What follows belongs to an exercise in optimizing a design on an open flow for small area, a short achievable clock period and few clock cycles; a production flow would make more cautious choices.
Only simulation tests tie the RTL to the original design; equivalence was not proved.
Power and IR drop assume default switching activity.

## alpha
==> flow/design.v (excerpt) <==
module l1ado_core (
    input  wire        clk,
    input  wire        rst,         
    input  wire        ld_we,
    input  wire [7:0]  ld_addr,
    input  wire [7:0]  ld_data,
    input  wire [7:0]  mem_raddr,
    output wire [7:0]  mem_rdata,
    input  wire        start,
    input  wire [7:0]  start_pc,
    input  wire        cap_en,
    input  wire [15:0] cap,
    output reg         busy,
    output reg         done,
    output reg  [1:0]  reason,      
    output wire [7:0]  pc,
    output wire [7:0]  acc,
    output wire [15:0] icount,
    output wire        in_req,
    input  wire        in_valid,
    input  wire [7:0]  in_data,
    output wire        out_valid,
    output wire [7:0]  out_data
);
Size: roughly 5500 cells after synthesis, about 120 I/O pins, roughly 0.10 mm² of cells after synthesis.
==> module l1ado_core, before the edit <==
module l1ado_core (
    input  wire        clk,
    input  wire        rst,         
    input  wire        ld_we,
    input  wire [7:0]  ld_addr,
    input  wire [7:0]  ld_data,
    input  wire [7:0]  mem_raddr,
    output wire [7:0]  mem_rdata,
    input  wire        start,
    input  wire [7:0]  start_pc,
    input  wire        cap_en,
    input  wire [15:0] cap,
    output reg         busy,
    output reg         done,
    output reg  [1:0]  reason,      
    output wire [7:0]  pc,
    output wire [7:0]  acc,
    output wire [15:0] icount,
    output wire        in_req,
    input  wire        in_valid,
    input  wire [7:0]  in_data,
    output wire        out_valid,
    output wire [7:0]  out_data
);
    localparam [1:0] R_HALTED = 2'd1, R_CAPPED = 2'd2, R_FAULT = 2'd3;
    reg [2047:0] mem;
    function [7:0] alu;
        input [1:0] m;
        input [7:0] x, y;
        case (m)
            2'd0: alu = x + y;
            2'd1: alu = x - y;
            default: alu = ~(x & y);
        endcase
    endfunction
    function is_op;
        input [7:0] o;
        case (o)
            8'h00, 8'h10, 8'h11, 8'h12, 8'h20, 8'h21, 8'h22,
            8'h40, 8'h41, 8'h48, 8'h49, 8'h60, 8'h61, 8'h62,
            8'hC0, 8'hC1, 8'hC8, 8'hC9, 8'hE0, 8'hE1, 8'hE2: is_op = 1'b1;
            default: is_op = 1'b0;
        endcase
    endfunction
    reg [7:0]  a_r, pc_r;
    reg [15:0] icnt, capm1;
    reg        cap_en_r, cap0_r;
    reg        ov_r, end_r;
    reg [7:0]  od_r;
    reg [7:0]  fa_r;           
    reg [6:0]  fe_r;           
    reg        iv_r;           
    reg [7:0]  op_r, k_r, ip_r;
    reg        ind2_r;         
    reg        ws_r;           
    reg [7:0]  wa_r;           
    reg  [1023:0] mem_e, mem_o;
    integer bi;
    always @(*)
        for (bi = 0; bi < 128; bi = bi + 1) begin
            mem_e[bi*8 +: 8] = mem[(2*bi)*8 +: 8];
            mem_o[bi*8 +: 8] = mem[(2*bi+1)*8 +: 8];
        end
    wire [7:0] b_e, b_o;
    wire       f_rd = iv_r & e_tk;                  
    wire [7:0] fa_c = ~busy ? start_pc : f_rd ? k_r : fa_r;
    wire [6:0] fe_c = ~busy ? start_pc[7:1] + {6'd0, start_pc[0]} :
                      f_rd  ? k_r[7:1] + {6'd0, k_r[0]} : fe_r;
    l1ado_rd128 u_rde (.d(mem_e), .a(fe_c),      .y(b_e));
    l1ado_rd128 u_rdo (.d(mem_o), .a(fa_c[7:1]), .y(b_o));
    wire [7:0] op_f = fa_c[0] ? b_o : b_e;
    wire [7:0] k_f  = fa_c[0] ? b_e : b_o;
    wire [7:0] pa   = busy ? k_r : mem_raddr;
    wire [7:0] mc;
    l1ado_rd256 u_rdc (.d(mem), .a(pa), .y(mc));
    wire e_imm  = ~op_r[6] & ~op_r[4];                   
    wire e_jmp  = op_r[4];                               
    wire e_ind  = op_r[7];
    wire e_st   = op_r[3];                               
    wire e_in   = op_r[3] & op_r[0];                     
    wire e_out  = op_r[6] & ~op_r[5] & ~op_r[3] & op_r[0];   
    wire e_wa   = ~op_r[4] & ~op_r[3] & ~(op_r[6] & ~op_r[5] & op_r[0]);  
    wire e_ok   = is_op(op_r);
    wire e_cond = (op_r[1:0] == 2'd0) | (op_r[0] & a_r[7]) | (op_r[1] & (a_r == 8'd0));
    wire e_tk   = e_jmp & e_cond;
    wire stale   = ws_r & ((wa_r == ip_r) | (wa_r == ip_r + 8'd1));
    wire e_first = e_ind & ~e_st & ~ind2_r;              
    wire e_wait  = e_in & ~in_valid;
    wire e_act   = busy & iv_r & ~cap0_r & e_ok & ~stale;
    wire e_fin   = e_act & ~e_first & ~e_wait;           
    wire [7:0] src   = e_imm ? k_r : mc;
    wire [7:0] a_new = op_r[5] ? alu(op_r[1:0], a_r, src) : src;
    wire [7:0] npc   = e_tk ? k_r : ip_r + 8'd2;
    wire       cap_last = cap_en_r & (icnt == capm1);
    wire       stop_h = e_fin & (npc == 8'd0);
    wire       stop_c = e_fin & ~stop_h & cap_last;
    wire       stop_f = busy & iv_r & ~cap0_r & ~e_ok & ~stale;
    wire       stop   = stop_h | stop_c | stop_f | (busy & cap0_r);
    wire [7:0] w_addr = ~busy ? ld_addr : (e_ind ? mc : k_r);
    wire [7:0] w_data = ~busy ? ld_data : (e_in ? in_data : a_r);
    wire       w_ex   = e_act & e_st & ~e_wait;
    wire       w_en   = (~busy & ld_we) | w_ex;
    wire       adv    = busy & ~end_r & ~stop & ~stale & (~iv_r | e_fin);
    integer wi;
    always @(posedge clk) begin
        for (wi = 0; wi < 256; wi = wi + 1)
            if (w_en && w_addr == wi) mem[wi*8 +: 8] <= w_data;
    end
    always @(posedge clk) begin
        ov_r <= 1'b0;
        ws_r <= w_ex;
        wa_r <= w_addr;
        if (rst) begin
            busy  <= 1'b0;
            done  <= 1'b0;
            end_r <= 1'b0;
        end else if (!busy) begin
            if (start) begin
                busy     <= 1'b1;
                done     <= 1'b0;
                end_r    <= 1'b0;
                pc_r     <= start_pc;
                iv_r     <= 1'b1;
                op_r     <= op_f;
                k_r      <= k_f;
                ip_r     <= start_pc;
                fa_r     <= fa_c + 8'd2;
                fe_r     <= fe_c + 7'd1;
                ind2_r   <= 1'b0;
                a_r      <= 8'd0;
                icnt     <= 16'd0;
                capm1    <= cap - 16'd1;
                cap_en_r <= cap_en;
                cap0_r   <= cap_en & (cap == 16'd0);
            end
        end else if (end_r) begin
            busy <= 1'b0;
            done <= 1'b1;
        end else begin
            if (e_act) begin
                if (e_wa & ~e_first) a_r <= a_new;
                if (e_out & ~e_first) begin
                    ov_r <= 1'b1;
                    od_r <= mc;
                end
                if (e_first) begin
                    ind2_r <= 1'b1;
                    k_r    <= mc;
                end
            end
            if (e_fin) begin
                pc_r   <= npc;
                icnt   <= icnt + 16'd1;
                ind2_r <= 1'b0;
                iv_r   <= 1'b0;
            end
            if (stop) begin
                if (stop_h) reason <= R_HALTED;
                else if (stop_f) reason <= R_FAULT;
                else reason <= R_CAPPED;
                if (stop_f) pc_r <= ip_r + 8'd1;
                if (e_out & ~e_first & e_fin) begin
                    end_r <= 1'b1;
                end else begin
                    busy <= 1'b0;
                    done <= 1'b1;
                end
            end
            if (stale) begin
                iv_r <= 1'b0;
                fa_r <= ip_r;
                fe_r <= ip_r[7:1] + {6'd0, ip_r[0]};
            end else if (adv) begin
                iv_r   <= 1'b1;
                op_r   <= op_f;
                k_r    <= k_f;
                ip_r   <= fa_c;
                fa_r   <= fa_c + 8'd2;
                fe_r   <= fe_c + 7'd1;
            end
        end
    end
    assign mem_rdata = mc;
    assign pc        = pc_r;
    assign acc       = a_r;
    assign icount    = icnt;
    assign in_req    = ~end_r & e_act & e_in;
    assign out_valid = ov_r;
    assign out_data  = od_r;
endmodule
clock: 10.0 ns
lec_check: 0
cap_margin: 20
core_margin: 2
core_utilization: 40
setup_slack_margin: 3
slew_margin: 20
synth_hierarchical: 1
run.sh (not shown) runs the stock make flow with config.mk's settings and CLKGATE_MAP_FILE= SYNTH_SCRIPT=/design/flow/synth_recipe.tcl, a recipe that flattens the netlist after the stock synthesis.
Both conditions hold for alpha: the flow ran to the end and the final layout passed the timing, DRC and antenna checks.
Testbench counts of alpha, summed over its fixed seeds: cycles 31,929.
Here is what was changed in the inputs of beta compared with alpha.
--- a/flow/design.v
+++ b/flow/design.v
@@ -49,30 +49,27 @@
     reg [7:0]  od_r;
     reg [7:0]  fa_r;           
     reg [6:0]  fe_r;           
     reg        iv_r;           
     reg [7:0]  op_r, k_r, ip_r;
     reg        ind2_r;         
+    reg        fres_r;         
     reg        ws_r;           
     reg [7:0]  wa_r;           
     reg  [1023:0] mem_e, mem_o;
     integer bi;
     always @(*)
         for (bi = 0; bi < 128; bi = bi + 1) begin
             mem_e[bi*8 +: 8] = mem[(2*bi)*8 +: 8];
             mem_o[bi*8 +: 8] = mem[(2*bi+1)*8 +: 8];
         end
     wire [7:0] b_e, b_o;
-    wire       f_rd = iv_r & e_tk;                  
-    wire [7:0] fa_c = ~busy ? start_pc : f_rd ? k_r : fa_r;
-    wire [6:0] fe_c = ~busy ? start_pc[7:1] + {6'd0, start_pc[0]} :
-                      f_rd  ? k_r[7:1] + {6'd0, k_r[0]} : fe_r;
-    l1ado_rd128 u_rde (.d(mem_e), .a(fe_c),      .y(b_e));
-    l1ado_rd128 u_rdo (.d(mem_o), .a(fa_c[7:1]), .y(b_o));
-    wire [7:0] op_f = fa_c[0] ? b_o : b_e;
-    wire [7:0] k_f  = fa_c[0] ? b_e : b_o;
+    l1ado_rd128 u_rde (.d(mem_e), .a(fe_r),      .y(b_e));
+    l1ado_rd128 u_rdo (.d(mem_o), .a(fa_r[7:1]), .y(b_o));
+    wire [7:0] op_f = fa_r[0] ? b_o : b_e;
+    wire [7:0] k_f  = fa_r[0] ? b_e : b_o;
     wire [7:0] pa   = busy ? k_r : mem_raddr;
     wire [7:0] mc;
     l1ado_rd256 u_rdc (.d(mem), .a(pa), .y(mc));
     wire e_imm  = ~op_r[6] & ~op_r[4];                   
     wire e_jmp  = op_r[4];                               
     wire e_ind  = op_r[7];
@@ -97,13 +94,21 @@
     wire       stop_f = busy & iv_r & ~cap0_r & ~e_ok & ~stale;
     wire       stop   = stop_h | stop_c | stop_f | (busy & cap0_r);
     wire [7:0] w_addr = ~busy ? ld_addr : (e_ind ? mc : k_r);
     wire [7:0] w_data = ~busy ? ld_data : (e_in ? in_data : a_r);
     wire       w_ex   = e_act & e_st & ~e_wait;
     wire       w_en   = (~busy & ld_we) | w_ex;
+    wire       mispr  = e_fin & e_tk & ~fres_r & ~e_jmp_uncond;
+    wire       e_jmp_uncond = (op_r[1:0] == 2'd0);
+    wire       flush  = mispr;
     wire       adv    = busy & ~end_r & ~stop & ~stale & (~iv_r | e_fin);
+    wire       f_jmp  = (op_f == 8'h10);
+    wire       f_br   = (op_f == 8'h11) | (op_f == 8'h12);
+    wire       f_res  = f_br & ~(iv_r & e_wa);           
+    wire       f_cond = (op_f[0] & a_r[7]) | (op_f[1] & (a_r == 8'd0));
+    wire       f_tk   = f_jmp | (f_res & f_cond);
     integer wi;
     always @(posedge clk) begin
         for (wi = 0; wi < 256; wi = wi + 1)
             if (w_en && w_addr == wi) mem[wi*8 +: 8] <= w_data;
     end
     always @(posedge clk) begin
@@ -117,18 +122,15 @@
         end else if (!busy) begin
             if (start) begin
                 busy     <= 1'b1;
                 done     <= 1'b0;
                 end_r    <= 1'b0;
                 pc_r     <= start_pc;
-                iv_r     <= 1'b1;
-                op_r     <= op_f;
-                k_r      <= k_f;
-                ip_r     <= start_pc;
-                fa_r     <= fa_c + 8'd2;
-                fe_r     <= fe_c + 7'd1;
+                fa_r     <= start_pc;
+                fe_r     <= start_pc[7:1] + {6'd0, start_pc[0]};
+                iv_r     <= 1'b0;
                 ind2_r   <= 1'b0;
                 a_r      <= 8'd0;
                 icnt     <= 16'd0;
                 capm1    <= cap - 16'd1;
                 cap_en_r <= cap_en;
                 cap0_r   <= cap_en & (cap == 16'd0);
@@ -167,19 +169,30 @@
                 end
             end
             if (stale) begin
                 iv_r <= 1'b0;
                 fa_r <= ip_r;
                 fe_r <= ip_r[7:1] + {6'd0, ip_r[0]};
+            end else if (flush) begin
+                if (mispr) begin
+                    fa_r <= k_r;
+                    fe_r <= k_r[7:1] + {6'd0, k_r[0]};
+                end
             end else if (adv) begin
                 iv_r   <= 1'b1;
                 op_r   <= op_f;
                 k_r    <= k_f;
-                ip_r   <= fa_c;
-                fa_r   <= fa_c + 8'd2;
-                fe_r   <= fe_c + 7'd1;
+                ip_r   <= fa_r;
+                fres_r <= f_res;
+                if (f_tk) begin
+                    fa_r <= k_f;
+                    fe_r <= k_f[7:1] + {6'd0, k_f[0]};
+                end else begin
+                    fa_r <= fa_r + 8'd2;
+                    fe_r <= fe_r + 7'd1;
+                end
             end
         end
     end
     assign mem_rdata = mc;
     assign pc        = pc_r;
     assign acc       = a_r;
==> comparison <==
Going from alpha to beta, the sequential share of layout area was found to have gone up by 0.50 points.
Compared with alpha, beta shows switching portion of total power lower by 13 points.
Compared with alpha, beta shows a number of iterations in the first detailed-routing pass that is 7 higher.
From alpha to beta the numbers moved as follows: routed wire length -about 2%; number of gates given a new drive strength after cts -64; register area ~0 delta.
Sort alpha and beta by synthesized cell count, descending, and beta comes first.
Diff alpha -> beta: final standard cell area without fillers lower; maximum frequency lower; share of layout cells above drive strength 1 lower; number of placed instances, taps included roughly the same.
Testbench counts of beta, summed over its fixed seeds: cycles 32,500.

static timing again, ports no longer ideal:
How much do the figures lean on ideal ports? The routed layouts below were timed once more, with nothing changed but the port constraints.
Step 1, drivers: a clkbuf_16 drives clk and a buf_2 each remaining input, both assumed.
Step 2 also shifts input and output timing later by t, the mid clock arrival at the registers, as if the neighbouring blocks saw the same clock.
Slacks: ideal / step 1 / step 2; pairs: ideal / step 1.
run | shift t [ns] | setup WS [ns] | hold slack, ns | worst setup path at the end | pins driven straight from the clock port
alpha | 0.976 | 2.853 / 2.801 / 2.164 | 0.551 / 0.551 / 0.551 | input to register | 1
beta | 0.979 | 2.812 / 2.780 / 2.136 | 0.484 / 0.484 / 0.484 | input to register | 1
After both steps setup and hold are still met in every run listed. For alpha, which loses most, drivers alone change the setup slack by -0.052 ns; drivers and shift together by -0.689 ns.
